What follows belongs to an exercise in optimizing a design on an open flow for small area; a production flow would make more cautious choices. Only simulation tests tie the RTL to the original design; equivalence was not proved. No activity file was given, so power comes from the tool's default toggle rates.

`flow/design.v`:
```
module pico_i2c_slave (
    input  wire       clk,
    input  wire       rst,
    input  wire       scl_i,
    input  wire       sda_i,
    output wire       sda_o,
    output reg        rx_ovf,
    output reg        tx_ovf,
    output reg  [1:0] diag_code
);
    localparam [1:0] BE_IDLE = 2'd0,
                     BE_ADDR = 2'd1,
                     BE_RX   = 2'd2,
                     BE_TX   = 2'd3;
    reg [1:0] be;
    reg [3:0] bitcnt;
    reg       rx_eq;
    reg [2:0] rx_lo;
    reg       rw;
    reg       scl_q, sda_q;
    reg       sda_out;
    reg [3:0] head;       
    reg       valid;      
    reg [1:0] mode;       
    reg [7:0] seq;        
    wire scl = scl_i;
    wire sda = sda_i & sda_out;
    wire lc_start = scl_q & scl &  sda_q & ~sda;
    wire lc_stop  = scl_q & scl & ~sda_q &  sda;
    wire lc_rise  = ~scl_q & scl & (sda_q == sda);
    wire lc_fall  = scl_q & ~scl & (sda_q == sda);
    wire bc_le7 = ~bitcnt[3];
    wire bc_8   = bitcnt[3] & ~bitcnt[0];
    wire bc_9   = bitcnt[3] &  bitcnt[0];
    wire bc_0   = bitcnt == 4'd0;
    wire bc_4   = ~bitcnt[3] & bitcnt[2] & ~bitcnt[1] & ~bitcnt[0];
    wire bc_le4 = ~bitcnt[3] & (~bitcnt[2] | (~bitcnt[1] & ~bitcnt[0]));
    wire bc_1to7 = ~bitcnt[3] & (bitcnt[2:0] != 3'd0);
    wire addr_hit = rx_eq & (rx_lo[2:1] == 2'b00);
    wire [1:0] rx_class = !rx_eq            ? 2'd0 :
                          (rx_lo == 3'b011) ? 2'd1 :
                          (rx_lo == 3'b100) ? 2'd2 :
                          (rx_lo == 3'b101) ? 2'd3 : 2'd0;
    wire [2:0] tx_pos = ~(bitcnt[2:0] & {3{~bitcnt[3]}});
    reg [7:0] cbyte;
    always @* begin
        case ({mode, head})
            {2'd0, 4'd0}: cbyte = 8'hFF;
            {2'd0, 4'd1}: cbyte = 8'hFF;
            {2'd0, 4'd2}: cbyte = 8'h00;
            {2'd0, 4'd3}: cbyte = 8'h00;
            {2'd0, 4'd4}: cbyte = 8'h00;
            {2'd0, 4'd5}: cbyte = 8'h00;
            {2'd0, 4'd6}: cbyte = 8'h00;
            {2'd0, 4'd7}: cbyte = 8'h00;
            {2'd0, 4'd8}: cbyte = 8'h00;
            {2'd0, 4'd9}: cbyte = 8'h00;
            {2'd0, 4'd10}: cbyte = 8'h00;
            {2'd0, 4'd11}: cbyte = 8'h00;
            {2'd0, 4'd12}: cbyte = 8'h01;
            {2'd0, 4'd14}: cbyte = 8'h0C;
            {2'd1, 4'd0}: cbyte = 8'h48;
            {2'd1, 4'd1}: cbyte = 8'h61;
            {2'd1, 4'd2}: cbyte = 8'h6E;
            {2'd1, 4'd3}: cbyte = 8'h64;
            {2'd1, 4'd4}: cbyte = 8'h72;
            {2'd1, 4'd5}: cbyte = 8'h61;
            {2'd1, 4'd6}: cbyte = 8'h64;
            {2'd1, 4'd7}: cbyte = 8'h20;
            {2'd1, 4'd8}: cbyte = 8'h30;
            {2'd1, 4'd9}: cbyte = 8'h30;
            {2'd1, 4'd10}: cbyte = 8'h30;
            {2'd1, 4'd11}: cbyte = 8'h31;
            {2'd1, 4'd12}: cbyte = 8'h03;
            {2'd1, 4'd14}: cbyte = 8'h49;
            {2'd2, 4'd0}: cbyte = 8'h3B;
            {2'd2, 4'd1}: cbyte = 8'h59;
            {2'd2, 4'd2}: cbyte = 8'hE8;
            {2'd2, 4'd3}: cbyte = 8'h2A;
            {2'd2, 4'd4}: cbyte = 8'hE9;
            {2'd2, 4'd5}: cbyte = 8'hB1;
            {2'd2, 4'd6}: cbyte = 8'hBE;
            {2'd2, 4'd7}: cbyte = 8'hD8;
            {2'd2, 4'd8}: cbyte = 8'h00;
            {2'd2, 4'd9}: cbyte = 8'h00;
            {2'd2, 4'd10}: cbyte = 8'h00;
            {2'd2, 4'd11}: cbyte = 8'h00;
            {2'd2, 4'd12}: cbyte = 8'h04;
            {2'd2, 4'd14}: cbyte = 8'h8F;
            {2'd3, 4'd0}: cbyte = 8'h41;
            {2'd3, 4'd1}: cbyte = 8'h42;
            {2'd3, 4'd2}: cbyte = 8'h43;
            {2'd3, 4'd3}: cbyte = 8'h44;
            {2'd3, 4'd4}: cbyte = 8'h31;
            {2'd3, 4'd5}: cbyte = 8'h32;
            {2'd3, 4'd6}: cbyte = 8'h33;
            {2'd3, 4'd7}: cbyte = 8'h34;
            {2'd3, 4'd8}: cbyte = 8'h35;
            {2'd3, 4'd9}: cbyte = 8'h36;
            {2'd3, 4'd10}: cbyte = 8'h37;
            {2'd3, 4'd11}: cbyte = 8'h38;
            {2'd3, 4'd12}: cbyte = 8'h05;
            {2'd3, 4'd14}: cbyte = 8'h26;
            default: cbyte = 8'h00;
        endcase
    end
    wire [6:0] cx = cbyte[6:0] ^ seq[6:0];
    wire [7:0] ones;
    assign ones[0] = 1'b1;
    genvar gi;
    generate for (gi = 1; gi < 8; gi = gi + 1) begin : g_ones
        assign ones[gi] = ones[gi-1] & cx[gi-1];
    end endgenerate
    wire cbit = cbyte[tx_pos];
    wire seqb = seq[tx_pos];
    wire tx_bit = (head == 4'd15) ? 1'b1 :
                  !valid          ? 1'b0 :
                  cbit ^ (seqb & (head == 4'd13 | head == 4'd14)) ^ (ones[tx_pos] & (head == 4'd14));
    wire ev_rx = lc_fall & (be == BE_RX) & bc_8;
    wire fetch = lc_fall & bc_9 &
                 ((be == BE_ADDR & rw) | (be == BE_TX & ~rx_lo[0]));
    wire keep = (be == BE_ADDR) | (be == BE_TX) | (be == BE_RX & head == 4'd0);
    assign sda_o = sda_out;
    always @(posedge clk) begin
        if (rst) begin
            be      <= BE_IDLE;
            rw      <= 1'b0;
            scl_q   <= 1'b1;
            sda_q   <= 1'b1;
            sda_out <= 1'b1;
        end else begin
            scl_q <= scl;
            sda_q <= sda;
            if (lc_start || lc_stop) begin
                be      <= lc_start ? BE_ADDR : BE_IDLE;
                bitcnt  <= 4'd0;
                sda_out <= 1'b1;
            end else if (lc_rise) begin
                if (be != BE_IDLE && !bc_9) begin
                    bitcnt <= bitcnt + 4'd1;
                    if (keep) begin
                        if (bc_le4)
                            rx_eq <= (bc_0 | rx_eq) &
                                     (sda == (be == BE_ADDR & bc_4));
                        else if (!bc_8 || be == BE_TX)
                            rx_lo <= {rx_lo[1:0], sda};
                    end
                end
            end else if (lc_fall) begin
                case (be)
                    BE_ADDR: begin
                        if (bc_8) begin
                            if (addr_hit) begin
                                rw      <= rx_lo[0];
                                sda_out <= 1'b0;
                            end else begin
                                be <= BE_IDLE;
                            end
                        end else if (bc_9) begin
                            bitcnt <= 4'd0;
                            if (!rw) begin
                                be      <= BE_RX;
                                sda_out <= 1'b1;
                            end else begin
                                be      <= BE_TX;
                                sda_out <= tx_bit;
                            end
                        end
                    end
                    BE_RX: begin
                        if (bc_8) begin
                            sda_out <= 1'b0;
                        end else if (bc_9) begin
                            sda_out <= 1'b1;
                            bitcnt  <= 4'd0;
                        end
                    end
                    BE_TX: begin
                        if (bc_1to7) begin
                            sda_out <= tx_bit;
                        end else if (bc_8) begin
                            sda_out <= 1'b1;
                        end else if (bc_9) begin
                            bitcnt <= 4'd0;
                            if (!rx_lo[0]) begin
                                sda_out <= tx_bit;
                            end else begin
                                be      <= BE_IDLE;
                                sda_out <= 1'b1;
                            end
                        end
                    end
                    default: ;
                endcase
            end
        end
    end
    always @(posedge clk) begin
        if (rst) begin
            valid     <= 1'b0;
            rx_ovf    <= 1'b0;
            tx_ovf    <= 1'b0;
            diag_code <= 2'd0;
        end else begin
            diag_code <= 2'd0;
            if (lc_start || lc_stop) begin
                head <= 4'd0;
            end else if (ev_rx) begin
                if (head == 4'd9) begin
                    head      <= 4'd0;
                    rx_ovf    <= 1'b1;
                    diag_code <= 2'd1;
                end else begin
                    head <= head + 4'd1;
                    if (head == 4'd8) begin
                        valid <= 1'b1;
                        mode  <= rx_class;
                        seq   <= valid ? seq + 8'd1 : 8'd0;
                    end
                end
            end else if (lc_rise & (be == BE_TX) & bc_8) begin
                head <= head + 4'd1;
            end else if (fetch & (head == 4'd15)) begin
                tx_ovf    <= 1'b1;
                diag_code <= 2'd2;
            end
        end
    end
endmodule
```
`flow/flow/run.sh`:
```
#!/bin/bash
# Layout flow: the standard synthesis, then the combinational logic of
# the synthesized netlist is re-mapped by ABC with a stronger area script
# (flip-flops keep their instances, names and cell types), then the rest of
# the standard layout from floorplan to finish.
# Each tool's full output goes to a log file in this folder.
set -euo pipefail
HERE=$(pwd)
RES=$HERE/orfs/results/${FLOW_PLATFORM:-sky130hd}/pico_i2c_slave/base
YOSYS=$FLOW_HOME/../tools/install/yosys/bin/yosys
[ -x "$YOSYS" ] || YOSYS=yosys

bash standard.sh synth > standard_synth.log 2>&1

cp $RES/1_2_yosys.v $HERE/synth_standard.v
export LIB=$FLOW_HOME/platforms/sky130hd/lib/sky130_fd_sc_hd__tt_025C_1v80.lib
export IN_V=$HERE/synth_standard.v
export OUT_V=$HERE/synth_reopt
export TOP=${FLOW_TOP:-pico_i2c_slave}
export ABC_SCRIPT=$HERE/flow/reopt.abc
export DONT_USE="$(sed -n '/^export DONT_USE_CELLS/,/^#/p' $FLOW_HOME/platforms/sky130hd/config.mk | grep -o 'sky130_fd_sc_hd__[a-z0-9_]*' | tr '\n' ' ')"
export KEEP_CELLS="$(grep -o 'sky130_fd_sc_hd__[a-z0-9_]*' $IN_V | sort -u | grep -E '__(df|edf|sdf|dl|conb|tap|fill|decap|diode)' | tr '\n' ' ')"
$YOSYS -c $HERE/flow/reopt.tcl > reopt_yosys.log 2>&1
python3 $HERE/flow/pick_top.py $OUT_V.all $OUT_V.v $TOP > pick_top.log 2>&1

# Hand the re-mapped netlist to the rest of the standard flow.
cp $OUT_V.v $RES/1_2_yosys.v
touch $RES/1_2_yosys.v
bash standard.sh finish > standard_finish.log 2>&1
```
`flow/flow/pick_top.py`:
```
# Keep only the top module of a Yosys netlist (drops the library cell models).
import sys, re
s = open(sys.argv[1]).read()
mods = re.findall(r'(module\s+(\S+?)\s*\(.*?endmodule)', s, re.S)
top = [m for m, n in mods if n == sys.argv[3]]
assert len(top) == 1, "top module not found"
open(sys.argv[2], 'w').write(top[0] + "\n")
print("kept", sys.argv[3], "of", [n for m, n in mods][:5], "...")
```
`flow/flow/reopt.abc`:
```
strash
balance
rewrite
refactor
balance
rewrite
rewrite -z
balance
refactor -z
rewrite -z
balance
balance
rewrite
refactor
balance
rewrite
rewrite -z
balance
refactor -z
rewrite -z
balance
balance
rewrite
refactor
balance
rewrite
rewrite -z
balance
refactor -z
rewrite -z
balance
dch
amap
topo
```
`flow/flow/reopt.tcl`:
```
# Re-map the combinational logic of a mapped sky130hd netlist.
# Flip-flops (and tie cells) are kept as they are: same instances, names and
# cell types. Every other cell is replaced by its function (from the
# liberty file) and the logic is re-mapped by ABC with an area script.
yosys -import
set lib    $::env(LIB)
set in     $::env(IN_V)
set out    $::env(OUT_V)
set top    $::env(TOP)
set script $::env(ABC_SCRIPT)
read_liberty -ignore_miss_func $lib
read_verilog $in
hierarchy -top $top
foreach c $::env(KEEP_CELLS) { setattr -mod -set keep_hierarchy 1 $c }
flatten
opt_clean -purge
opt -purge
set du {}
foreach c $::env(DONT_USE) { lappend du -dont_use $c }
abc -liberty $lib {*}$du -script $script
opt_clean -purge
hilomap -singleton -hicell sky130_fd_sc_hd__conb_1 HI -locell sky130_fd_sc_hd__conb_1 LO
splitnets
opt_clean -purge
tee -o $out.stat stat -liberty $lib
write_verilog -noattr -noexpr -nohex -nodec $out.all
```
`flow/standard.sh`:
```
#!/bin/bash
# synth_recipe.tcl (not shown) runs the flow's synth.tcl, then flattens the netlist and writes it again
# the make line also repeats each setting of config.mk as NAME=value (left out here)
make -C /OpenROAD-flow-scripts/flow DESIGN_CONFIG=/design/flow/config.mk WORK_HOME=/design/flow/orfs CLKGATE_MAP_FILE= SYNTH_SCRIPT=/design/flow/synth_recipe.tcl "${@:-finish}"
```
`flow/config.mk`:
```
export PLATFORM = sky130hd
export DESIGN_NAME = pico_i2c_slave
export DESIGN_NICKNAME = pico_i2c_slave
export VERILOG_FILES = /design/flow/design.v
export SDC_FILE = /design/flow/constraint.sdc
export NUM_CORES = 4
export LEC_CHECK = 0
export CAP_MARGIN = 20
export CORE_MARGIN = 2
export CORE_UTILIZATION = 40
export CTS_BUF_LIST = sky130_fd_sc_hd__clkbuf_4
export SLEW_MARGIN = 20
```
`flow/constraint.sdc`:
```
create_clock -name core_clock -period 10.0 [get_ports {clk}]
set_input_delay 2.0000 -clock core_clock [delete_from_list [all_inputs] [get_ports {clk}]]
set_output_delay 2.0000 -clock core_clock [all_outputs]
set_load 0.01 [all_outputs]
```
==> out/results.txt, run 1 <==
WL per Instance - 16.5 µm
FP Rows - 27
CP Buf/Inv Count - 3
Pins Over Slew Limit - 0
Synth warn - 1
Post-route cell area - 0.00247 mm²
Total grt overflow - 0
Peak supply drop - 0.0000705 V
Cell family with most CP delay - compound AO/OA/AOI/OAI gates
I/O pin total - 9
Post-DP Area - 0.00242 mm²
Relative slew slack - 61.9%
Vias in the first global route - 2035
Clock group share of total power - 28.5%
First-pass DRT Iterations - 5
Clock-pin slew on the worst setup and hold paths - 0.11 ns
Global-route wire length before repair - 10000 µm
Status - finished clean
Skew final - 0.00987 ns
CP Class - flip-flop to flip-flop
Sw Ratio - 27.6%
Clk root buf - clkbuf_4
Final core occ - 45.2%
Dpl ws - 5.62 ns
Lkg Pwr - 0.000773 µW
Final hold vios - 0
CTS tree - done
Routed wire length - 6280 µm
DRC viols - 0
Worst-path fanout max - 11
Startpoint type of the worst setup path - flip-flop
Slowest stage delay, CP - 0.60 ns
Nets - 312
Min-Delay Path Class - flip-flop to flip-flop
Filler cell count in the final layout - 578
CP required - 10.27 ns
Die height - 79.0 µm
Largest net degree at the start of global routing - 15
RSZ-0062 raised after global routing - no
Chip width - 79.0 µm
Core Region - 0.00547 mm²
# diodes - 0
Clk Latency, worst-skew pair - 0.34 ns
Post-CTS Hold Fix Bufs - 0
Comb pwr share - 11.9%
Total CTS buffers - 5
P&R area growth vs syn - 9.96%
# port buffers - 8
Final period util - 40.6%
Avg Inst Size Synth - 7.67 µm²
Vias per cell - 6.11
Tmin final - 4.06 ns
Initial drt markers - 225
Sw Pwr - 69.9 µW
Post-CTS sizing - 0
Clk buf depth - 2
Total track usage - 20.4%
CP most frequent cell - clkinv_1
Setup Viol. Count Final - 0
Post-route ant nets - 0
Clock Sinks - 33
Fmax - 0.246 GHz
H-tree levels - 2
Slew @ Worst Pin - 0.558 ns
Post-Syn Nets - 297
Post-synthesis cell area - 0.00225 mm²
Antenna violations before repair - 0
Crit path DAT - 4.33 ns
Worst-path cell chain - clkinv_1, nor2_1, clkinv_1, or3_1, a31oi_1, o21ai_0, a221o_1, a311oi_1, nor2_1, a2111oi_0, clkinv_1, nor2b_1, nand3b_1
Crit path max-delay cell type - edfxtp_1
DIE AREA - 0.00624 mm²
Mapped Cells - 293
Final WS setup - 5.94 ns
Reg power frac - 59.6%
Int Pwr - 184 µW
Pwr per Cell Area - 103 mW/mm²
Post-DP HPWL - 4770 µm
Setup TNS - 0 ns
Starting Density - 41.1%
Vias - 2328
Layout cells sized above 1 - 2.91%
Crit. End Element - flip-flop
Postcts setup bufs - 0
Max cap viols - 0
Gpl congestion - 0.924
[metrics by stage]
step	std cells	power, µW	hold WS (ns)
2_1_floorplan	293	174	0.459
3_3_place_gp	373	184	0.436
3_5_place_dp	373	183	0.447
4_1_cts	381	256	0.474
5_1_grt	381	265	0.499
6_report	381	253	0.469
[power groups by stage]
stage / clock (µW) / sequential [µW] / combinational [µW]
3_5_place_dp: 0 / 154 / 29.4
4_1_cts: 75.4 / 151 / 29.7
2_1_floorplan: 0 / 153 / 21.5
5_1_grt: 80.1 / 151 / 33.3
3_3_place_gp: 0 / 154 / 29.6
6_report: 72.3 / 151 / 30.2
[flip-flops by register name (all words and copies together) (netlist names), 2 cells and up]
signal	flops
be	2
diag_code	2
bitcnt	4
rx_lo	3
mode	2
head	4
seq	8
[cells in the final DEF (no fill, tap or decap), types with 3 or more instances in the layout]
cell / instances
nor2_1: 62
a211oi_1: 8
clkdlybuf4s50_1: 8
dfxtp_1: 11
nand4_1: 3
a2111oi_0: 4
nor3_1: 14
o31ai_1: 3
a221oi_1: 3
nand2_1: 25
o221ai_1: 3
a31oi_1: 7
nand3_1: 5
o22ai_1: 5
a21oi_1: 11
edfxtp_1: 22
clkbuf_4: 5
o21a_1: 4
clkinv_1: 42
a41oi_1: 3
o32ai_1: 3
o311a_1: 6
o21ai_0: 21
[worst paths after layout]
| kind | start | to | slack (ns) | depth (start not counted) |
|---|---|---|---|---|
| worst min register to register | rx_ovf | rx_ovf | 0.47 | 1 |
| worst max-delay path | head[2] | sda_out | 5.94 | 13 |
| worst max register to register | head[2] | sda_out | 5.94 | 13 |
| worst min-delay path | rx_ovf | rx_ovf | 0.47 | 1 |
[metal layers]
layer	GRT usage, %	routed length, µm	vias up
li1	-	-	1129
met5	0	0	-
met3	3.07	403	7
met2	33.2	2930	95
met4	3.79	53	0
met1	29.1	2890	1097
[layout make-up]
cell class                      count  area [µm²]  area share, %
Clock inverter                      3        17.5          0.709
Clock buffer                        5        37.5           1.52
Tap cell                           72        90.1           3.64
Multi-Input combinational cell    217        1200           48.6
Inverter                           42         158           6.38
Sequential cell                    33         881           35.6
Timing Repair Buffer                9        87.6           3.54
==> run 2, diff against run 1 <==
--- a/flow/config.mk
+++ b/flow/config.mk
@@ -9,4 +9,6 @@
 export CORE_MARGIN = 2
 export CORE_UTILIZATION = 40
 export CTS_BUF_LIST = sky130_fd_sc_hd__clkbuf_4
+export CTS_CLUSTER_DIAMETER = 500
+export CTS_CLUSTER_SIZE = 40
 export SLEW_MARGIN = 20
==> out/results.txt, run 2 <==
Post-CTS sizing - 0 (unchanged)
Starting Density - 41.1% (unchanged)
GR peak layer - met2
Slew @ Worst Pin - 0.558 ns (unchanged)
FP Rows - 27 (unchanged)
Tmin final - 4.06 ns (unchanged)
Commonest cells after routing, fill and taps aside - nor2_1 (62), clkinv_1 (42), nand2_1 (25)
Gpl congestion - 0.924 (unchanged)
Clock group share of total power - 28.5% (about the same)
Postcts setup bufs - 0 (unchanged)
Clk root buf - clkbuf_4
Min-Delay Path Class - flip-flop to flip-flop
Max cap viols - 0 (unchanged)
Chip width - 79.0 µm (unchanged)
Post-Syn Nets - 297 (unchanged)
Nets - 312 (unchanged)
Worst-path fanout max - 11 (unchanged)
Sw Ratio - 27.6% (unchanged)
Sw Pwr - 69.9 µW (unchanged)
Clock-pin slew on the worst setup and hold paths - 0.11 ns (about the same)
Hold Startpoint - rx_ovf
Filler cell count in the final layout - 578 (unchanged)
Layout cells sized above 1 - 2.91% (unchanged)
Clk Latency, worst-skew pair - 0.34 ns (about the same)
Hold_ws - 0.469 ns (unchanged)
Vias in the first global route - 2035 (unchanged)
DP Cell Count - 373 (unchanged)
Mapped Cells - 293 (unchanged)
Core Region - 0.00547 mm² (unchanged)
Synth warn - 1 (unchanged)
Initial drt markers - 225 (unchanged)
WL per Instance - 16.5 µm (unchanged)
Fin cells - 381 (unchanged)
Vias - 2328 (unchanged)
Post-CTS Hold Fix Bufs - 0 (unchanged)
RSZ-0062 raised after global routing - no
R2R setup slack - 5.94 ns (about the same)
Crit path DAT - 4.33 ns (about the same)
Startpoint type of the worst setup path - flip-flop
Skew final - 0.00987 ns (unchanged)
Relative slew slack - 61.9% (unchanged)
I/O pin total - 9 (unchanged)
CP required - 10.27 ns (about the same)
Largest register by flop count - seq
Peak supply drop - 0.0000705 V (unchanged)
Biggest registers after layout - seq (8), bitcnt (4), head (4)
Antenna violations before repair - 0 (unchanged)
Pins Over Slew Limit - 0 (unchanged)
Post-DP HPWL - 4770 µm (unchanged)
Total grt overflow - 0 (unchanged)
H-tree levels - 2 (unchanged)
Hold depth - 1 (unchanged)
Avg Inst Size Synth - 7.67 µm² (unchanged)
CP Class - flip-flop to flip-flop
Reg2reg end - sda_out
# port buffers - 8 (unchanged)
Pwr per Cell Area - 103 mW/mm² (unchanged)
DIE AREA - 0.00624 mm² (unchanged)
Setup TNS - 0 ns (unchanged)
Post-route ant nets - 0 (unchanged)
Final period util - 40.6% (unchanged)
Worst R2R Path Depth - 13 (unchanged)
Routing usage on met2 - 33.2% (unchanged)
P&R area growth vs syn - 9.96% (unchanged)
Met1 usage - 29.1% (unchanged)
Setup Viol. Count Final - 0 (unchanged)
CTS tree - done
Comb pwr share - 11.9% (about the same)
Final hold vios - 0 (unchanged)
Largest net degree at the start of global routing - 15 (unchanged)
Crit. End Element - flip-flop
Grt met3 use - 3.07% (unchanged)
Reg power frac - 59.6% (about the same)
Status - finished clean
Fmax - 0.246 GHz (unchanged)
DRC viols - 0 (unchanged)
Total track usage - 20.4% (unchanged)
Int Pwr - 184 µW (unchanged)
First-pass DRT Iterations - 5 (unchanged)
Clock Sinks - 33 (unchanged)
Multi-input gate area - 0.00120 mm² (unchanged)
Final core occ - 45.2% (unchanged)
Total CTS buffers - 5 (unchanged)
Global-route wire length before repair - 10000 µm (unchanged)
Die height - 79.0 µm (unchanged)
Lkg Pwr - 0.000773 µW (unchanged)
Clk buf depth - 2 (unchanged)
Post-synthesis cell area - 0.00225 mm² (unchanged)
# diodes - 0 (unchanged)
Worst R2R Start - head[2]
Max FFs per register - 8 (unchanged)
Hold Path Sink - rx_ovf
Routed wire length - 6280 µm (unchanged)
FF+latch area - 881 µm² (unchanged)
Leading cell type in the layout, fill and taps excluded - nor2_1
Vias per cell - 6.11 (unchanged)
==> run 2: area by class of cell <==
cell class	count	share of cell area, %
repair buffers	9	3.54
well taps	72	3.64
clock inverters	3	0.709
inverters	42	6.38
flip-flops and latches	33	35.6
multi-input cells	217	48.6
clock buffers	5	1.52
==> run 2: through the flow <==
step	instance area, µm²	setup slack, ns	total power, µW
3_5_place_dp	2420	5.62	183
2_1_floorplan	2250	5.78	174
3_3_place_gp	2420	5.70	184
6_report	2470	5.94	253
4_1_cts	2470	5.98	256
5_1_grt	2470	5.68	265
==> run 2: power groups by stage <==
stage / Combinational (µW) / Sequential, µW / Clock, µW
finish: 30.2 / 151 / 72.3
global route: 33.3 / 151 / 80.1
CTS: 29.7 / 151 / 75.4
detailed placement: 29.4 / 154 / 0
global placement: 29.6 / 154 / 0
floorplan: 21.5 / 153 / 0
==> run 2: layer usage <==
layer | vias up | share of wire, %
met5 | - | 0
met2 | 95 | 47
met1 | 1097 | 46
met4 | 0 | 0.84
li1 | 1129 | -
met3 | 7 | 6.4
==> run 2: critical path: stages, from the launching register on <==
cell and delay, ns:
edfxtp_1 0.60, clkinv_1 0.33, nor2_1 0.46, clkinv_1 0.21
or3_1 0.40, a31oi_1 0.33, o21ai_0 0.13, a221o_1 0.37
a311oi_1 0.36, nor2_1 0.10, a2111oi_0 0.34, clkinv_1 0.12
nor2b_1 0.11, nand3b_1 0.13
==> run 2: worst max-delay path by stage <==
stage	startpoint	endpoint	slack (ns)
finish	head[2]	sda_out	5.94
global route	head[1]	sda_out	5.68
detailed placement	sda_i	head[2]	5.62
floorplan	sda_i	mode[0]	5.78
CTS	sda_i	head[2]	5.98
global placement	sda_i	seq[0]	5.70
==> run 3, diff against run 2 <==
--- a/flow/config.mk
+++ b/flow/config.mk
@@ -8,7 +8,4 @@
 export CAP_MARGIN = 20
 export CORE_MARGIN = 2
 export CORE_UTILIZATION = 40
-export CTS_BUF_LIST = sky130_fd_sc_hd__clkbuf_4
-export CTS_CLUSTER_DIAMETER = 500
-export CTS_CLUSTER_SIZE = 40
 export SLEW_MARGIN = 20
==> out/results.txt, run 3 <==
Post-route cell area - 0.00250 mm² (+1.3%)
# diodes - 0 (unchanged)
Tmin final - 4.09 ns (+0.0221 ns)
Post-Syn Nets - 297 (unchanged)
Total CTS buffers - 5 (unchanged)
Initial drt markers - 159 (-29%)
WL per Instance - 16.5 µm (about the same)
Post-synthesis cell area - 0.00225 mm² (unchanged)
Multi-input gate area - 0.00120 mm² (unchanged)
Post-CTS sizing - 0 (unchanged)
CP required - 9.99 ns (-0.28 ns)
Max cap viols - 0 (unchanged)
Biggest registers after layout - seq (8), bitcnt (4), head (4)
Relative slew slack - 62.6% (+0.73 points)
Status - finished clean
RSZ-0062 raised after global routing - no
Clock Sinks - 33 (unchanged)
Slew @ Worst Pin - 0.547 ns (-0.0107 ns)
FP Rows - 27 (unchanged)
I/O pin total - 9 (unchanged)
Total track usage - 20.5% (+0.11 points)
CP Class - input pin to flip-flop
Clk Latency, worst-skew pair - 0.29 ns (-0.05 ns)
Vias - 2310 (-0.77%)
Pwr per Cell Area - 111 mW/mm² (+8.8%)
P&R area growth vs syn - 11.4%
FF+latch area - 881 µm² (unchanged)
Global-route wire length before repair - 10000 µm (-0.41%)
Post-DP Area - 0.00242 mm² (unchanged)
DIE AREA - 0.00624 mm² (unchanged)
Leading cell type in the layout, fill and taps excluded - nor2_1
Setup TNS - 0 ns (unchanged)
Min-Delay Path Class - flip-flop to flip-flop
Final core occ - 45.7% (+0.57 points)
Fmax - 0.245 GHz (-0.54%)
Setup Viol. Count Final - 0 (unchanged)
Pins Over Slew Limit - 0 (unchanged)
H-tree levels - 2 (unchanged)
Worst R2R Path Depth - 13 (unchanged)
Routed wire length - 6280 µm (about the same)
Die height - 79.0 µm (unchanged)
Layout cells sized above 1 - 2.91% (unchanged)
Mapped Cells - 293 (unchanged)
First-pass DRT Iterations - 5 (unchanged)
Filler cell count in the final layout - 576 (-0.35%)
Largest register by flop count - seq
# port buffers - 8 (unchanged)
Sw Pwr - 74.0 µW (+5.8%)
Final WS setup - 5.91 ns (-0.0221 ns)
Vias in the first global route - 2016 (-0.93%)
Gpl congestion - 0.924 (unchanged)
Post-DP HPWL - 4770 µm (unchanged)
Post-CTS Hold Fix Bufs - 0 (unchanged)
Hold depth - 1 (unchanged)
Final period util - 40.9% (+0.22 points)
Synth warn - 1 (unchanged)
Max FFs per register - 8 (unchanged)
Clock group share of total power - 35.1% (+6.6 points)
DRC viols - 0 (unchanged)
Sw Ratio - 26.5% (-1.1 points)
Int Pwr - 205 µW (+12%)
Lkg Pwr - 0.000786 µW (+1.7%)
Antenna violations before repair - 0 (unchanged)
Postcts setup bufs - 0 (unchanged)
Startpoint type of the worst setup path - input pin
Total grt overflow - 0 (unchanged)
Largest net degree at the start of global routing - 15 (unchanged)
Comb pwr share - 10.7% (-1.2 points)
Commonest cells after routing, fill and taps aside - nor2_1 (62), clkinv_1 (42), nand2_1 (25)
Skew final - 0.00591 ns (-0.00395 ns)
Worst-path fanout max - 11 (unchanged)
Crit path DAT - 4.08 ns (-0.25 ns)
Vias per cell - 6.06 (-0.77%)
Dpl ws - 5.62 ns (unchanged)
Chip width - 79.0 µm (unchanged)
Starting Density - 41.1% (unchanged)
Avg Inst Size Synth - 7.67 µm² (unchanged)
CTS tree - done
Crit. End Element - flip-flop
Nets - 312 (unchanged)
Core Region - 0.00547 mm² (unchanged)
Clock-pin slew on the worst setup and hold paths - 0.07 ns (-0.04 ns)
Reg power frac - 54.1% (-5.5 points)
Peak supply drop - 0.0000876 V (+24%)
Post-route ant nets - 0 (unchanged)
Clk root buf - clkbuf_8
Final hold vios - 0 (unchanged)
Clk buf depth - 2 (unchanged)
## run 3: critical path, stage by stage
cell and delay [ns]:
clkdlybuf4s50_1 0.45, nand2_1 0.13, nand2_1 0.10, o21ai_0 0.13, nor2_1 0.11, nand2_1 0.13
clkinv_1 0.09, nand3_1 0.11, or3_1 0.39, nor3_1 0.19, buf_4 0.23
## run 3: final timing paths
check / slack [ns] / start / to
worst max-delay path: 5.91 / sda_i / seq[2]
worst min-delay path: 0.46 / rx_ovf / rx_ovf
worst max register to register: 5.93 / head[2] / sda_out
worst min register to register: 0.46 / rx_ovf / rx_ovf
## run 3: cell type report
| cell class | instances | share of cell area (%) |
|---|---|---|
| multi-input combinational | 217 | 48.0 |
| sequential | 33 | 35.2 |
| inverter | 42 | 6.30 |
| tap | 72 | 3.60 |
| timing repair buffer | 9 | 3.50 |
| clock buffer | 5 | 2.75 |
| clock inverter | 3 | 0.700 |
## run 3: per-layer routing
layer | GRT usage, % | vias to the layer above | routed length [µm]
met1 | 29.5 | 1072 | 2940
met2 | 32.1 | 88 | 2860
met5 | 0 | - | 0
met4 | 5.34 | 0 | 82
li1 | - | 1141 | -
met3 | 3.41 | 9 | 396
## run 3: power by group through the flow
stage,combinational [µW],clock [µW],sequential [µW]
2_1_floorplan,21.5,0,153
3_3_place_gp,29.6,0,154
3_5_place_dp,29.4,0,154
4_1_cts,29.6,100,151
5_1_grt,33.2,107,151
6_report,30.0,98.1,151
## run 3: stage by stage
step                      total power, µW  hold slack (ns)  std cells
after floorplan                       174            0.459        293
after global placement                184            0.436        373
after detailed placement              183            0.447        373
after CTS                             281            0.464        381
after global routing                  291            0.489        381
final                                 279            0.460        381
==> run 4, diff against run 3 <==
--- a/flow/design.v
+++ b/flow/design.v
@@ -119,7 +119,8 @@
     wire ev_rx = lc_fall & (be == BE_RX) & bc_8;
     wire fetch = lc_fall & bc_9 &
                  ((be == BE_ADDR & rw) | (be == BE_TX & ~rx_lo[0]));
-    wire keep = (be == BE_ADDR) | (be == BE_TX) | (be == BE_RX & head == 4'd0);
+    wire keep = (be == BE_ADDR) | (be == BE_TX) |
+                (be == BE_RX & (head == 4'd0 | head == 4'd9));
     assign sda_o = sda_out;
     always @(posedge clk) begin
         if (rst) begin
--- a/flow/flow/run.sh
+++ b/flow/flow/run.sh
@@ -15,15 +15,23 @@
 cp $RES/1_2_yosys.v $HERE/synth_standard.v
 export LIB=$FLOW_HOME/platforms/sky130hd/lib/sky130_fd_sc_hd__tt_025C_1v80.lib
 export IN_V=$HERE/synth_standard.v
-export OUT_V=$HERE/synth_reopt
 export TOP=${FLOW_TOP:-pico_i2c_slave}
-export ABC_SCRIPT=$HERE/flow/reopt.abc
 export DONT_USE="$(sed -n '/^export DONT_USE_CELLS/,/^#/p' $FLOW_HOME/platforms/sky130hd/config.mk | grep -o 'sky130_fd_sc_hd__[a-z0-9_]*' | tr '\n' ' ')"
 export KEEP_CELLS="$(grep -o 'sky130_fd_sc_hd__[a-z0-9_]*' $IN_V | sort -u | grep -E '__(df|edf|sdf|dl|conb|tap|fill|decap|diode)' | tr '\n' ' ')"
-$YOSYS -c $HERE/flow/reopt.tcl > reopt_yosys.log 2>&1
-python3 $HERE/flow/pick_top.py $OUT_V.all $OUT_V.v $TOP > pick_top.log 2>&1
+# Two ABC scripts; the smaller result is used.
+best=""; best_area=""
+for v in a b; do
+  export ABC_SCRIPT=$HERE/flow/reopt_$v.abc OUT_V=$HERE/synth_reopt_$v
+  $YOSYS -c $HERE/flow/reopt.tcl > reopt_yosys_$v.log 2>&1
+  python3 $HERE/flow/pick_top.py $OUT_V.all $OUT_V.v $TOP > pick_top_$v.log 2>&1
+  area=$(grep "Chip area for top module" $OUT_V.stat | awk '{print $NF}')
+  echo "script $v: area $area" >> reopt_choice.log
+  if [ -z "$best" ] || awk "BEGIN{exit !($area < $best_area)}"; then best=$v; best_area=$area; fi
+done
+echo "using script $best" >> reopt_choice.log
+cp $HERE/synth_reopt_$best.v $HERE/synth_reopt.v
 
 # Hand the re-mapped netlist to the rest of the standard flow.
-cp $OUT_V.v $RES/1_2_yosys.v
+cp $HERE/synth_reopt.v $RES/1_2_yosys.v
 touch $RES/1_2_yosys.v
 bash standard.sh finish > standard_finish.log 2>&1
==> flow/flow/reopt_a.abc (new file) <==
strash
balance
rewrite
refactor
balance
rewrite
rewrite -z
balance
refactor -z
rewrite -z
balance
balance
rewrite
refactor
balance
rewrite
rewrite -z
balance
refactor -z
rewrite -z
balance
balance
rewrite
refactor
balance
rewrite
rewrite -z
balance
refactor -z
rewrite -z
balance
dch
amap
topo
==> flow/flow/reopt_b.abc (new file) <==
strash
&get -n
&deepsyn -T 30
&put
dch
amap
topo
--- a/flow/config.mk
+++ b/flow/config.mk
@@ -8,4 +8,5 @@
 export CAP_MARGIN = 20
 export CORE_MARGIN = 2
 export CORE_UTILIZATION = 40
+export CTS_BUF_LIST = sky130_fd_sc_hd__clkbuf_4
 export SLEW_MARGIN = 20
removed: flow/flow/reopt.abc
==> out/results.txt, run 4 <==
Post-route ant nets - 0 (unchanged)
Vias - 2139 (-7.4%)
Worst R2R Path Depth - 20 (+7)
Chip width - 76.3 µm (-3.4%)
Status - finished clean
Clk Latency, worst-skew pair - 0.34 ns (+0.05 ns)
Avg Inst Size Synth - 7.77 µm² (+1.2%)
Post-CTS sizing - 0 (unchanged)
Worst R2R Start - head[0]
Clk buf depth - 2 (unchanged)
CP required - 10.21 ns (+0.22 ns)
Pins Over Slew Limit - 0 (unchanged)
Max FFs per register - 8 (unchanged)
Final hold vios - 0 (unchanged)
Setup Viol. Count Final - 0 (unchanged)
Antenna violations before repair - 0 (unchanged)
CTS tree - done
Worst-path fanout max - 12 (+1)
Relative slew slack - 29.4% (-33 points)
Vias in the first global route - 1981 (-1.7%)
Post-synthesis cell area - 0.00209 mm² (-7.1%)
Global-route wire length before repair - 9670 µm (-3.3%)
Hold Startpoint - tx_ovf
FP Rows - 26 (-3.7%)
RSZ-0062 raised after global routing - no
I/O pin total - 9 (unchanged)
Clk root buf - clkbuf_4
Fmax - 0.195 GHz (-20%)
Crit path DAT - 5.33 ns (+1.25 ns)
# diodes - 0 (unchanged)
Slew @ Worst Pin - 1.03 ns (+0.485 ns)
Reg2reg end - sda_out
Core Region - 0.00507 mm² (-7.3%)
Commonest cells after routing, fill and taps aside - nor2_1 (56), clkinv_1 (40), nand2_1 (28)
Layout cells sized above 1 - 2.80% (-0.12 points)
Total CTS buffers - 5 (unchanged)
DRC viols - 0 (unchanged)
Min-Delay Path Class - flip-flop to flip-flop
WL per Instance - 16.1 µm (-2.2%)
Post-Syn Nets - 273 (-8.1%)
Final core occ - 46.2% (+0.43 points)
Die height - 76.3 µm (-3.4%)
Startpoint type of the worst setup path - flip-flop
CP Class - flip-flop to flip-flop
Skew final - 0.0186 ns (+0.0127 ns)
Hold Path Sink - tx_ovf
Post-DP HPWL - 4400 µm (-7.7%)
Gpl congestion - 0.928 (+0.49%)
DIE AREA - 0.00582 mm² (-6.7%)
Starting Density - 41.2% (+0.090 points)
Vias per cell - 6.01 (-0.90%)
Largest net degree at the start of global routing - 14 (-1)
R2R setup slack - 4.88 ns (-1.05 ns)
Synth warn - 1 (unchanged)
# port buffers - 8 (unchanged)
Total grt overflow - 0 (unchanged)
Final period util - 51.2% (+10 points)
First-pass DRT Iterations - 5 (unchanged)
Hold depth - 1 (unchanged)
Setup TNS - 0 ns (unchanged)
Largest register by flop count - seq
Crit. End Element - flip-flop
Clock Sinks - 33 (unchanged)
Initial drt markers - 239 (+50%)
Routed wire length - 5730 µm (-8.7%)
Peak supply drop - 0.0000766 V (-12%)
P&R area growth vs syn - 12.2%
Max cap viols - 0 (unchanged)
Total track usage - 20.3% (-0.20 points)
Mapped Cells - 269 (-8.2%)
Clock-pin slew on the worst setup and hold paths - 0.10 ns (+0.03 ns)
H-tree levels - 2 (unchanged)
Pwr per Cell Area - 118 mW/mm² (+5.6%)
Lkg Pwr - 0.000762 µW (-3.1%)
Post-CTS Hold Fix Bufs - 0 (unchanged)
Biggest registers after layout - seq (8), bitcnt (4), head (4)
Leading cell type in the layout, fill and taps excluded - nor2_1
Nets - 289 (-7.4%)
Postcts setup bufs - 0 (unchanged)
Tmin final - 5.12 ns (+1.04 ns)
==> run 4: layer usage <==
layer / share of wire, % / global-route usage, % / vias up
li1: - / - / 1038
met1: 45 / 27.4 / 979
met2: 44 / 32.2 / 99
met3: 6.8 / 3.67 / 23
met4: 3.8 / 8.73 / 0
met5: 0 / 0 / -
==> run 4: power by group <==
group	internal [µW]	total (µW)	switching, µW
logic	8.03	23.9	15.9
registers	147	151	3.85
clock network	54.7	101	46.6
==> run 4: stage by stage <==
step / power [µW] / cell area [µm²] / setup slack (ns) / std cells / hold slack (ns)
5_1_grt: 287 / 2340 / 4.55 / 356 / 0.493
3_5_place_dp: 177 / 2260 / 5.16 / 348 / 0.446
4_1_cts: 276 / 2340 / 5.11 / 356 / 0.470
6_report: 276 / 2340 / 4.88 / 356 / 0.467
2_1_floorplan: 169 / 2090 / 5.95 / 269 / 0.459
3_3_place_gp: 178 / 2260 / 5.27 / 348 / 0.437
==> run 4: worst max path at each step <==
stage | from | end | cells after the start
2_1_floorplan | sda_i | mode[0] | 7
3_3_place_gp | head[0] | sda_out | 20
3_5_place_dp | head[0] | sda_out | 20
4_1_cts | head[0] | sda_out | 20
5_1_grt | head[0] | sda_out | 20
6_report | head[0] | sda_out | 20
==> run 4: final cells by class <==
| class | instances | area, µm² |
|---|---|---|
| Clock buffer | 6 | 45.0 |
| Clock inverter | 2 | 33.8 |
| Fill cell | 526 | 2730 |
| Inverter | 39 | 146 |
| Multi-Input combinational cell | 197 | 1060 |
| Sequential cell | 33 | 881 |
| Tap cell | 70 | 87.6 |
| Timing Repair Buffer | 9 | 87.6 |
==> run 4: critical path, cell delays in order, from the launching register on <==
cell and delay, ns:
edfxtp_1 0.59, clkinv_1 0.25, nor2_1 0.27, clkinv_1 0.19
o21ai_0 0.23, nor2_1 0.08, a21oi_1 0.17, nand2_1 0.10
a222oi_1 0.34, o21ai_0 0.12, a222oi_1 0.52, o22ai_1 0.13
a2111oi_0 0.37, nor2_1 0.07, a2111oi_0 0.53, o31ai_1 0.16
o21ai_0 0.19, a21oi_1 0.05, or4_1 0.41, nand3_1 0.11
o2111ai_1 0.11
==> run 5, diff against run 4 <==
--- a/flow/flow/run.sh
+++ b/flow/flow/run.sh
@@ -34,4 +34,5 @@
 # Hand the re-mapped netlist to the rest of the standard flow.
 cp $HERE/synth_reopt.v $RES/1_2_yosys.v
 touch $RES/1_2_yosys.v
+export BUFFER_PORTS_ARGS="-buffer_cell sky130_fd_sc_hd__buf_1"
 bash standard.sh finish > standard_finish.log 2>&1
==> out/results.txt, run 5 <==
Routed wire length - 5620 µm (-2.0%)
Initial drt markers - 217 (-9.2%)
DIE AREA - 0.00580 mm² (-0.22%)
Clock Sinks - 33 (unchanged)
I/O pin total - 9 (unchanged)
Post-synthesis cell area - 0.00208 mm² (-0.24%)
Clk buf depth - 2 (unchanged)
Die height - 76.2 µm (-0.11%)
Leading cell type in the layout, fill and taps excluded - nor2_1
Worst R2R Path Depth - 21 (+5.0%)
Slew @ Worst Pin - 0.788 ns (-0.244 ns)
Total track usage - 20.0% (-0.31 points)
Vias per cell - 5.79 (-3.7%)
Hold_ws - 0.469 ns (+0.00196 ns)
CTS tree - done
Post-CTS Hold Fix Bufs - 0 (unchanged)
DP Cell Count - 351 (+0.86%)
Layout cells sized above 1 - 3.46% (+0.66 points)
Pwr per Cell Area - 110 mW/mm² (-6.3%)
Min-Delay Path Class - flip-flop to flip-flop
Setup Viol. Count Final - 0 (unchanged)
Chip width - 76.2 µm (-0.11%)
H-tree levels - 2 (unchanged)
WL per Instance - 15.6 µm (-2.8%)
FP Rows - 26 (unchanged)
Setup TNS - 0 ns (unchanged)
Avg Inst Size Synth - 7.69 µm² (-0.98%)
# diodes - 0 (unchanged)
Startpoint type of the worst setup path - flip-flop
# port buffers - 8 (unchanged)
Post-route ant nets - 0 (unchanged)
Hold depth - 1 (unchanged)
Max cap viols - 0 (unchanged)
Vias - 2078 (-2.9%)
Crit path DAT - 4.44 ns (-0.89 ns)
Antenna violations before repair - 0 (unchanged)
Starting Density - 41.1% (-0.099 points)
Synth warn - 1 (unchanged)
Nets - 292 (+1.0%)
Status - finished clean
Worst-path fanout max - 7 (-5)
Core Region - 0.00507 mm² (unchanged)
Total grt overflow - 0 (unchanged)
First-pass DRT Iterations - 5 (unchanged)
Clock-pin slew on the worst setup and hold paths - 0.11 ns (about the same)
Peak supply drop - 0.0000700 V (-8.7%)
Dpl ws - 5.60 ns (+0.441 ns)
Global-route wire length before repair - 9380 µm (-3.1%)
Total CTS buffers - 5 (unchanged)
Skew final - 0.00836 ns (-0.0102 ns)
Post-CTS sizing - 0 (unchanged)
Largest net degree at the start of global routing - 12 (-2)
Crit. End Element - flip-flop
Fmax - 0.239 GHz (+23%)
Max FFs per register - 8 (unchanged)
Gpl congestion - 0.932 (+0.43%)
DRC viols - 0 (unchanged)
Largest register by flop count - seq
CP required - 10.27 ns (+0.06 ns)
RSZ-0062 raised after global routing - no
Post-DP HPWL - 4320 µm (-1.8%)
CP Class - flip-flop to flip-flop
Biggest registers after layout - seq (8), bitcnt (4), head (4)
Commonest cells after routing, fill and taps aside - nor2_1 (51), clkinv_1 (36), o21ai_0 (25)
Clk Latency, worst-skew pair - 0.33 ns (about the same)
Final hold vios - 0 (unchanged)
Relative slew slack - 47.3% (+18 points)
Pins Over Slew Limit - 0 (unchanged)
Final WS setup - 5.82 ns (+0.947 ns)
Clk root buf - clkbuf_4
Post-route cell area - 0.00227 mm² (-3.0%)
Fin cells - 359 (+0.84%)
Post-Syn Nets - 275 (+0.73%)
Lkg Pwr - 0.000715 µW (-6.1%)
Tmin final - 4.18 ns (-0.947 ns)
Final period util - 41.8% (-9.5 points)
P&R area growth vs syn - 9.06%
Mapped Cells - 271 (+0.74%)
Vias in the first global route - 1915 (-3.3%)
Postcts setup bufs - 0 (unchanged)
Post-DP Area - 0.00222 mm² (-2.1%)
-- run 5: cell count changes in the layout (fill, tap and decap cells not counted), sizes merged, moves of 3 or more --
cell           before  now
a211oi              7   13
a222oi              3    0
clkdlybuf4s50       8    0
nand2              28   22
a21oi              13   20
nor3               16   19
buf                 1   10
nor2               56   51
o21ai              14   25
-- run 5: worst paths after layout --
path,startpoint,end,slack (ns)
worst max-delay path,head[0],sda_out,5.82
worst min-delay path,tx_ovf,tx_ovf,0.47
worst max register to register,head[0],sda_out,5.82
worst min register to register,tx_ovf,tx_ovf,0.47
-- run 5: routing by layer --
metal | share of wire [%] | global-route usage, % | routed length, µm | vias up
met3 | 6.1 | 4.50 | 341 | 9
met2 | 44 | 29.6 | 2480 | 74
met1 | 49 | 29.1 | 2740 | 956
met5 | 0 | 0 | 0 | -
met4 | 1.1 | 6.55 | 63 | 0
li1 | - | - | - | 1039
-- run 5: critical path, stage by stage, from the launching register on --
cell and delay, ns:
edfxtp_1 0.53, clkinv_1 0.19, nor2_1 0.09, nor2_1 0.27, nor2_1 0.11, o21a_1 0.11
a2111oi_1 0.73, a22oi_1 0.15, nor2_1 0.21, a221oi_1 0.17, nand2_1 0.10, o21ai_0 0.08
a21oi_1 0.22, o22ai_1 0.11, o311a_1 0.13, o31ai_1 0.24, or2_0 0.15, nand2_1 0.05
or2_0 0.21, nand3_1 0.09, nand3_1 0.08, o2111ai_1 0.09
-- run 5: final cells by class --
type                    instances  area, µm²
flip-flops and latches         33        881
multi-input cells             202       1070
fillers                       542       2800
clock inverters                 2       10.0
well taps                      70       87.6
repair buffers                 10       45.0
inverters                      36        135
clock buffers                   6       45.0
-- run 5: report_power, final --
group	switching, µW	internal [µW]
Clock	47.3	29.5
Sequential	3.24	147
Combinational	16.6	7.62
Total	67.1	184
-- run 5: through the flow --
step | power (µW) | utilization, %
floorplan | 169 | -
global route | 262 | 44.8
detailed placement | 176 | 43.7
global placement | 177 | 43.7
CTS | 253 | 44.8
finish | 251 | 44.8
==> run 6, diff against run 5 <==
--- a/flow/design.v
+++ b/flow/design.v
@@ -37,70 +37,70 @@
     wire bc_le4 = ~bitcnt[3] & (~bitcnt[2] | (~bitcnt[1] & ~bitcnt[0]));
     wire bc_1to7 = ~bitcnt[3] & (bitcnt[2:0] != 3'd0);
     wire addr_hit = rx_eq & (rx_lo[2:1] == 2'b00);
-    wire [1:0] rx_class = !rx_eq            ? 2'd0 :
-                          (rx_lo == 3'b011) ? 2'd1 :
-                          (rx_lo == 3'b100) ? 2'd2 :
-                          (rx_lo == 3'b101) ? 2'd3 : 2'd0;
+    wire [1:0] rx_class = !rx_eq            ? 2'd1 :
+                          (rx_lo == 3'b011) ? 2'd2 :
+                          (rx_lo == 3'b100) ? 2'd3 :
+                          (rx_lo == 3'b101) ? 2'd0 : 2'd1;
     wire [2:0] tx_pos = ~(bitcnt[2:0] & {3{~bitcnt[3]}});
     reg [7:0] cbyte;
     always @* begin
         case ({mode, head})
-            {2'd0, 4'd0}: cbyte = 8'hFF;
-            {2'd0, 4'd1}: cbyte = 8'hFF;
-            {2'd0, 4'd2}: cbyte = 8'h00;
-            {2'd0, 4'd3}: cbyte = 8'h00;
-            {2'd0, 4'd4}: cbyte = 8'h00;
-            {2'd0, 4'd5}: cbyte = 8'h00;
-            {2'd0, 4'd6}: cbyte = 8'h00;
-            {2'd0, 4'd7}: cbyte = 8'h00;
-            {2'd0, 4'd8}: cbyte = 8'h00;
-            {2'd0, 4'd9}: cbyte = 8'h00;
-            {2'd0, 4'd10}: cbyte = 8'h00;
-            {2'd0, 4'd11}: cbyte = 8'h00;
-            {2'd0, 4'd12}: cbyte = 8'h01;
-            {2'd0, 4'd14}: cbyte = 8'h0C;
-            {2'd1, 4'd0}: cbyte = 8'h48;
-            {2'd1, 4'd1}: cbyte = 8'h61;
-            {2'd1, 4'd2}: cbyte = 8'h6E;
-            {2'd1, 4'd3}: cbyte = 8'h64;
-            {2'd1, 4'd4}: cbyte = 8'h72;
-            {2'd1, 4'd5}: cbyte = 8'h61;
-            {2'd1, 4'd6}: cbyte = 8'h64;
-            {2'd1, 4'd7}: cbyte = 8'h20;
-            {2'd1, 4'd8}: cbyte = 8'h30;
-            {2'd1, 4'd9}: cbyte = 8'h30;
-            {2'd1, 4'd10}: cbyte = 8'h30;
-            {2'd1, 4'd11}: cbyte = 8'h31;
-            {2'd1, 4'd12}: cbyte = 8'h03;
-            {2'd1, 4'd14}: cbyte = 8'h49;
-            {2'd2, 4'd0}: cbyte = 8'h3B;
-            {2'd2, 4'd1}: cbyte = 8'h59;
-            {2'd2, 4'd2}: cbyte = 8'hE8;
-            {2'd2, 4'd3}: cbyte = 8'h2A;
-            {2'd2, 4'd4}: cbyte = 8'hE9;
-            {2'd2, 4'd5}: cbyte = 8'hB1;
-            {2'd2, 4'd6}: cbyte = 8'hBE;
-            {2'd2, 4'd7}: cbyte = 8'hD8;
-            {2'd2, 4'd8}: cbyte = 8'h00;
-            {2'd2, 4'd9}: cbyte = 8'h00;
-            {2'd2, 4'd10}: cbyte = 8'h00;
-            {2'd2, 4'd11}: cbyte = 8'h00;
-            {2'd2, 4'd12}: cbyte = 8'h04;
-            {2'd2, 4'd14}: cbyte = 8'h8F;
-            {2'd3, 4'd0}: cbyte = 8'h41;
-            {2'd3, 4'd1}: cbyte = 8'h42;
-            {2'd3, 4'd2}: cbyte = 8'h43;
-            {2'd3, 4'd3}: cbyte = 8'h44;
-            {2'd3, 4'd4}: cbyte = 8'h31;
-            {2'd3, 4'd5}: cbyte = 8'h32;
-            {2'd3, 4'd6}: cbyte = 8'h33;
-            {2'd3, 4'd7}: cbyte = 8'h34;
-            {2'd3, 4'd8}: cbyte = 8'h35;
-            {2'd3, 4'd9}: cbyte = 8'h36;
-            {2'd3, 4'd10}: cbyte = 8'h37;
-            {2'd3, 4'd11}: cbyte = 8'h38;
-            {2'd3, 4'd12}: cbyte = 8'h05;
-            {2'd3, 4'd14}: cbyte = 8'h26;
+            {2'd0, 4'd0}: cbyte = 8'h41;
+            {2'd0, 4'd1}: cbyte = 8'h42;
+            {2'd0, 4'd2}: cbyte = 8'h43;
+            {2'd0, 4'd3}: cbyte = 8'h44;
+            {2'd0, 4'd4}: cbyte = 8'h31;
+            {2'd0, 4'd5}: cbyte = 8'h32;
+            {2'd0, 4'd6}: cbyte = 8'h33;
+            {2'd0, 4'd7}: cbyte = 8'h34;
+            {2'd0, 4'd8}: cbyte = 8'h35;
+            {2'd0, 4'd9}: cbyte = 8'h36;
+            {2'd0, 4'd10}: cbyte = 8'h37;
+            {2'd0, 4'd11}: cbyte = 8'h38;
+            {2'd0, 4'd12}: cbyte = 8'h05;
+            {2'd0, 4'd14}: cbyte = 8'h26;
+            {2'd1, 4'd0}: cbyte = 8'hFF;
+            {2'd1, 4'd1}: cbyte = 8'hFF;
+            {2'd1, 4'd2}: cbyte = 8'h00;
+            {2'd1, 4'd3}: cbyte = 8'h00;
+            {2'd1, 4'd4}: cbyte = 8'h00;
+            {2'd1, 4'd5}: cbyte = 8'h00;
+            {2'd1, 4'd6}: cbyte = 8'h00;
+            {2'd1, 4'd7}: cbyte = 8'h00;
+            {2'd1, 4'd8}: cbyte = 8'h00;
+            {2'd1, 4'd9}: cbyte = 8'h00;
+            {2'd1, 4'd10}: cbyte = 8'h00;
+            {2'd1, 4'd11}: cbyte = 8'h00;
+            {2'd1, 4'd12}: cbyte = 8'h01;
+            {2'd1, 4'd14}: cbyte = 8'h0C;
+            {2'd2, 4'd0}: cbyte = 8'h48;
+            {2'd2, 4'd1}: cbyte = 8'h61;
+            {2'd2, 4'd2}: cbyte = 8'h6E;
+            {2'd2, 4'd3}: cbyte = 8'h64;
+            {2'd2, 4'd4}: cbyte = 8'h72;
+            {2'd2, 4'd5}: cbyte = 8'h61;
+            {2'd2, 4'd6}: cbyte = 8'h64;
+            {2'd2, 4'd7}: cbyte = 8'h20;
+            {2'd2, 4'd8}: cbyte = 8'h30;
+            {2'd2, 4'd9}: cbyte = 8'h30;
+            {2'd2, 4'd10}: cbyte = 8'h30;
+            {2'd2, 4'd11}: cbyte = 8'h31;
+            {2'd2, 4'd12}: cbyte = 8'h03;
+            {2'd2, 4'd14}: cbyte = 8'h49;
+            {2'd3, 4'd0}: cbyte = 8'h3B;
+            {2'd3, 4'd1}: cbyte = 8'h59;
+            {2'd3, 4'd2}: cbyte = 8'hE8;
+            {2'd3, 4'd3}: cbyte = 8'h2A;
+            {2'd3, 4'd4}: cbyte = 8'hE9;
+            {2'd3, 4'd5}: cbyte = 8'hB1;
+            {2'd3, 4'd6}: cbyte = 8'hBE;
+            {2'd3, 4'd7}: cbyte = 8'hD8;
+            {2'd3, 4'd8}: cbyte = 8'h00;
+            {2'd3, 4'd9}: cbyte = 8'h00;
+            {2'd3, 4'd10}: cbyte = 8'h00;
+            {2'd3, 4'd11}: cbyte = 8'h00;
+            {2'd3, 4'd12}: cbyte = 8'h04;
+            {2'd3, 4'd14}: cbyte = 8'h8F;
             default: cbyte = 8'h00;
         endcase
     end
--- a/flow/flow/run.sh
+++ b/flow/flow/run.sh
@@ -35,4 +35,5 @@
 cp $HERE/synth_reopt.v $RES/1_2_yosys.v
 touch $RES/1_2_yosys.v
 export BUFFER_PORTS_ARGS="-buffer_cell sky130_fd_sc_hd__buf_1"
+export CTS_ARGS="-sink_clustering_enable -repair_clock_nets -buf_list sky130_fd_sc_hd__clkbuf_8 -root_buf sky130_fd_sc_hd__clkbuf_8 -sink_clustering_size 40 -sink_clustering_max_diameter 500 -dont_use_dummy_load"
 bash standard.sh finish > standard_finish.log 2>&1
==> flow/flow/reopt_b.abc (replaced) <==
strash
&get -n
&deepsyn -J 100 -T 300
&put
dch
amap
topo
--- a/flow/config.mk
+++ b/flow/config.mk
@@ -8,5 +8,4 @@
 export CAP_MARGIN = 20
 export CORE_MARGIN = 2
 export CORE_UTILIZATION = 40
-export CTS_BUF_LIST = sky130_fd_sc_hd__clkbuf_4
 export SLEW_MARGIN = 20
==> out/results.txt, run 6 <==
Pins Over Slew Limit - 0 (unchanged)
Clk Latency, worst-skew pair - 0.29 ns (-0.04 ns)
Clock group share of total power - 34.5% (+3.9 points)
Biggest registers after layout - seq (8), bitcnt (4), head (4)
Total grt overflow - 0 (unchanged)
Clk buf depth - 2 (unchanged)
Routed wire length - 5560 µm (-1.1%)
Slew @ Worst Pin - 0.826 ns (+0.0374 ns)
Clk root buf - clkbuf_8
FP Rows - 26 (unchanged)
Startpoint type of the worst setup path - flip-flop
Post-Syn Nets - 279 (+1.5%)
Setup TNS - 0 ns (unchanged)
RSZ-0062 raised after global routing - no
Post-CTS sizing - 0 (unchanged)
Global-route wire length before repair - 9360 µm (-0.15%)
CTS tree - done
Antenna violations before repair - 0 (unchanged)
Min-Delay Path Class - flip-flop to flip-flop
Final hold vios - 0 (unchanged)
Final period util - 43.0% (+1.3 points)
Peak supply drop - 0.000111 V (+59%)
Clock-pin slew on the worst setup and hold paths - 0.07 ns (-0.04 ns)
CP required - 10.17 ns (-0.10 ns)
Tmin final - 4.30 ns (+0.127 ns)
Relative slew slack - 44.8% (-2.5 points)
Vias in the first global route - 1922 (+0.37%)
P&R area growth vs syn - 9.33%
Post-synthesis cell area - 0.00208 mm² (-0.24%)
Crit. End Element - flip-flop
Worst-path fanout max - 10 (+3)
Gpl congestion - 1.03 (+10%)
Multi-input gate area - 0.00106 mm² (-0.94%)
Lkg Pwr - 0.000705 µW (-1.5%)
Largest net degree at the start of global routing - 13 (+1)
Chip width - 76.1 µm (-0.12%)
Total CTS buffers - 5 (unchanged)
Sw Pwr - 62.3 µW (-7.1%)
Skew final - 0.0231 ns (+0.0148 ns)
Nets - 295 (+1.0%)
First-pass DRT Iterations - 5 (unchanged)
Power Total - 260 µW (+3.7%)
Pwr per Cell Area - 114 mW/mm² (+3.7%)
Initial drt markers - 339 (+56%)
Post-route ant nets - 0 (unchanged)
# port buffers - 8 (unchanged)
Leading cell type in the layout, fill and taps excluded - nor2_1
Clock Sinks - 33 (unchanged)
Status - finished clean
H-tree levels - 2 (unchanged)
Largest register by flop count - seq
DRC viols - 0 (unchanged)
Synth warn - 1 (unchanged)
# diodes - 0 (unchanged)
Core Region - 0.00507 mm² (unchanged)
Sw Ratio - 24.0% (-2.8 points)
Total track usage - 20.1% (+0.086 points)
Die height - 76.1 µm (-0.12%)
Filler cell count in the final layout - 538 (-0.74%)
Int Pwr - 198 µW (+7.7%)
WL per Instance - 15.5 µm (-1.1%)
Crit path DAT - 4.47 ns (+0.03 ns)
Max cap viols - 0 (unchanged)
Vias - 2082 (+0.19%)
Comb pwr share - 8.2% (-1.5 points)
Fmax - 0.232 GHz (-3.0%)
Layout cells sized above 1 - 2.08% (-1.4 points)
Post-CTS Hold Fix Bufs - 0 (unchanged)
Commonest cells after routing, fill and taps aside - nor2_1 (61), clkinv_1 (37), nand2_1 (23)
Post-DP HPWL - 4250 µm (-1.8%)
DIE AREA - 0.00579 mm² (-0.24%)
I/O pin total - 9 (unchanged)
FF+latch area - 881 µm² (unchanged)
Starting Density - 41.0% (-0.099 points)
Vias per cell - 5.80 (+0.19%)
Reg power frac - 57.3% (-2.4 points)
Setup Viol. Count Final - 0 (unchanged)
Avg Inst Size Synth - 7.56 µm² (-1.7%)
Postcts setup bufs - 0 (unchanged)
Final core occ - 44.8% (unchanged)
Max FFs per register - 8 (unchanged)
CP Class - flip-flop to flip-flop
Mapped Cells - 275 (+1.5%)
-- run 6: metrics by stage --
stage | cell area, µm² | instances | hold slack, ns | setup slack, ns
2_1_floorplan | 2080 | 275 | 0.454 | 5.71
3_3_place_gp | 2200 | 354 | 0.444 | 5.76
3_5_place_dp | 2200 | 354 | 0.456 | 5.77
4_1_cts | 2270 | 359 | 0.473 | 5.75
5_1_grt | 2270 | 359 | 0.483 | 5.32
6_report | 2270 | 359 | 0.466 | 5.70
-- run 6: worst paths after layout --
check,startpoint,cells after the start,end,slack (ns)
max,head[2],21,sda_out,5.70
min,rx_ovf,2,rx_ovf,0.47
max reg2reg,head[2],21,sda_out,5.70
min reg2reg,rx_ovf,2,rx_ovf,0.47
-- run 6: per-layer routing --
layer  track usage [%]  up-vias  wire length (µm)
met3              4.03       22               300
li1                  -     1034                 -
met1              26.7      935              2470
met2              31.7       91              2590
met4              9.45        0               201
met5                 0        -                 0
-- run 6: layout make-up --
cell class,instances,share of cell area (%)
sequential,33,38.7
inverter,37,6.11
multi-input combinational,205,46.6
timing repair buffer,9,1.65
tap,70,3.85
clock buffer,5,3.03
-- run 6: worst max-delay path, stage by stage, from the launching register on --
cell and delay (ns):
edfxtp_1 0.41, clkinv_1 0.26, nor2_1 0.31, clkinv_1 0.21, nor2_1 0.22, nor3_1 0.09
a211oi_1 0.16, o21ai_0 0.19, nor2_1 0.18, o21a_1 0.15, o31ai_1 0.13, a211oi_1 0.28
o41ai_1 0.09, a32oi_1 0.25, nor2_1 0.07, a21oi_1 0.16, nor2_1 0.07, a311o_1 0.26
nand2b_1 0.06, nor4b_1 0.24, nor4_1 0.08, or3_1 0.31
-- run 6: power by group through the flow --
stage | Clock (µW) | Combinational, µW | Sequential [µW]
5_1_grt | 96.4 | 24.1 | 149
3_5_place_dp | 0 | 21.0 | 152
4_1_cts | 93.2 | 21.2 | 149
2_1_floorplan | 0 | 15.4 | 151
6_report | 89.8 | 21.4 | 149
3_3_place_gp | 0 | 21.4 | 152
==> run 7, diff against run 6 <==
--- a/flow/flow/run.sh
+++ b/flow/flow/run.sh
@@ -35,5 +35,5 @@
 cp $HERE/synth_reopt.v $RES/1_2_yosys.v
 touch $RES/1_2_yosys.v
 export BUFFER_PORTS_ARGS="-buffer_cell sky130_fd_sc_hd__buf_1"
-export CTS_ARGS="-sink_clustering_enable -repair_clock_nets -buf_list sky130_fd_sc_hd__clkbuf_8 -root_buf sky130_fd_sc_hd__clkbuf_8 -sink_clustering_size 40 -sink_clustering_max_diameter 500 -dont_use_dummy_load"
+export CTS_ARGS="-sink_clustering_enable -repair_clock_nets -buf_list sky130_fd_sc_hd__clkbuf_4 -dont_use_dummy_load"
 bash standard.sh finish > standard_finish.log 2>&1
==> out/results.txt, run 7 <==
Status - finished clean
Worst-path fanout max - 10 (unchanged)
Synth warn - 1 (unchanged)
H-tree levels - 2 (unchanged)
Largest register by flop count - seq
Layout cells sized above 1 - 2.08% (unchanged)
Pwr per Cell Area - 106 mW/mm² (-7.8%)
Clock-pin slew on the worst setup and hold paths - 0.10 ns (+0.03 ns)
Post-CTS Hold Fix Bufs - 0 (unchanged)
Clk buf depth - 2 (unchanged)
Slew @ Worst Pin - 0.819 ns (-0.00684 ns)
Final core occ - 44.2% (-0.62 points)
Sw Pwr - 60.2 µW (-3.4%)
Core Region - 0.00507 mm² (unchanged)
Peak supply drop - 0.0000724 V (-35%)
Commonest cells after routing, fill and taps aside - nor2_1 (61), clkinv_1 (37), nand2_1 (23)
CP required - 10.22 ns (+0.05 ns)
Max cap viols - 0 (unchanged)
Clock group share of total power - 28.1% (-6.4 points)
Tmin final - 4.32 ns (+0.0170 ns)
Max FFs per register - 8 (unchanged)
Vias - 2097 (+0.72%)
Global-route wire length before repair - 9340 µm (-0.22%)
Postcts setup bufs - 0 (unchanged)
Post-route ant nets - 0 (unchanged)
Fin cells - 359 (unchanged)
FP Rows - 26 (unchanged)
First-pass DRT Iterations - 5 (unchanged)
CTS tree - done
Post-Syn Nets - 279 (unchanged)
Clk Latency, worst-skew pair - 0.34 ns (+0.05 ns)
Biggest registers after layout - seq (8), bitcnt (4), head (4)
Final period util - 43.2% (+0.17 points)
Fmax - 0.231 GHz (-0.39%)
Leading cell type in the layout, fill and taps excluded - nor2_1
Clk root buf - clkbuf_4
Crit. End Element - flip-flop
Crit path DAT - 4.54 ns (+0.07 ns)
Total grt overflow - 0 (unchanged)
Chip width - 76.1 µm (unchanged)
Antenna violations before repair - 0 (unchanged)
WL per Instance - 15.4 µm (-0.70%)
P&R area growth vs syn - 7.82%
Post-DP HPWL - 4250 µm (unchanged)
DIE AREA - 0.00579 mm² (unchanged)
Post-synthesis cell area - 0.00208 mm² (unchanged)
Die height - 76.1 µm (unchanged)
Relative slew slack - 45.3% (+0.46 points)
CP Class - flip-flop to flip-flop
Comb pwr share - 9.1% (+0.9 points)
Nets - 295 (unchanged)
Setup TNS - 0 ns (unchanged)
Reg power frac - 62.9% (+5.6 points)
Largest net degree at the start of global routing - 13 (unchanged)
DP Cell Count - 354 (unchanged)
# port buffers - 8 (unchanged)
Vias per cell - 5.84 (+0.72%)
Startpoint type of the worst setup path - flip-flop
# diodes - 0 (unchanged)
Skew final - 0.0379 ns (+0.0148 ns)
Gpl congestion - 1.03 (unchanged)
Min-Delay Path Class - flip-flop to flip-flop
Sw Ratio - 25.4% (+1.5 points)
RSZ-0062 raised after global routing - no
Starting Density - 41.0% (unchanged)
Clock Sinks - 33 (unchanged)
Routed wire length - 5520 µm (-0.70%)
Initial drt markers - 305 (-10%)
Total CTS buffers - 5 (unchanged)
Avg Inst Size Synth - 7.56 µm² (unchanged)
Post-CTS sizing - 0 (unchanged)
Int Pwr - 176 µW (-11%)
Pins Over Slew Limit - 0 (unchanged)
Setup Viol. Count Final - 0 (unchanged)
Total track usage - 20.0% (-0.076 points)
Mapped Cells - 275 (unchanged)
Power Total - 237 µW (-9.1%)
Lkg Pwr - 0.000692 µW (-1.8%)
Vias in the first global route - 1916 (-0.31%)
DRC viols - 0 (unchanged)
Final hold vios - 0 (unchanged)
I/O pin total - 9 (unchanged)
[run 7: through the flow]
step	setup WS, ns	hold slack, ns	area, µm²
after CTS	5.74	0.482	2240
after floorplan	5.71	0.454	2080
final	5.68	0.474	2240
after global routing	5.31	0.492	2240
after detailed placement	5.77	0.456	2200
after global placement	5.76	0.444	2200
[run 7: path summary, 6_finish.rpt]
kind            from  endpoint  slack [ns]  depth (start not counted)
max reg2reg  head[2]   sda_out        5.68                         21
min reg2reg   rx_ovf    rx_ovf        0.47                          2
max          head[2]   sda_out        5.68                         21
min           rx_ovf    rx_ovf        0.47                          2
[run 7: per-layer routing]
metal	vias to the layer above	GRT usage (%)	wire, µm
met3	28	4.03	354
met5	-	0	0
li1	1037	-	-
met2	105	31.4	2520
met1	927	26.7	2410
met4	0	9.45	237
[run 7: final cells by class]
type / count / area (µm²)
tap: 70 / 87.6
inverter: 37 / 139
fill: 542 / 2830
sequential: 33 / 881
clock buffer: 5 / 37.5
timing repair buffer: 9 / 37.5
multi-input combinational: 205 / 1060
[run 7: worst max-delay path, stage by stage (launching register included)]
cell,delay (ns)
edfxtp_1,0.42
clkinv_1,0.25
nor2_1,0.30
clkinv_1,0.22
nor2_1,0.22
nor3_1,0.09
a211oi_1,0.17
o21ai_0,0.20
nor2_1,0.19
o21a_1,0.15
o31ai_1,0.12
a211oi_1,0.28
o41ai_1,0.09
a32oi_1,0.25
nor2_1,0.06
a21oi_1,0.16
nor2_1,0.07
a311o_1,0.26
nand2b_1,0.06
nor4b_1,0.24
nor4_1,0.08
or3_1,0.31
[run 7: power groups by stage]
stage	registers (µW)	logic [µW]	clock network [µW]
final	149	21.4	66.4
after global routing	149	24.1	72.7
after CTS	149	21.2	69.4
after detailed placement	152	21.0	0
after global placement	152	21.4	0
after floorplan	151	15.4	0

Re-timed with assumed drivers on the ports (clkbuf_16 on the clock, buf_2 on other inputs), run 7 has 5.679 ns of setup slack against 5.679 ns with ideal ports, and 5.679 ns once port delays also move by the mid clock arrival of 0.350 ns.
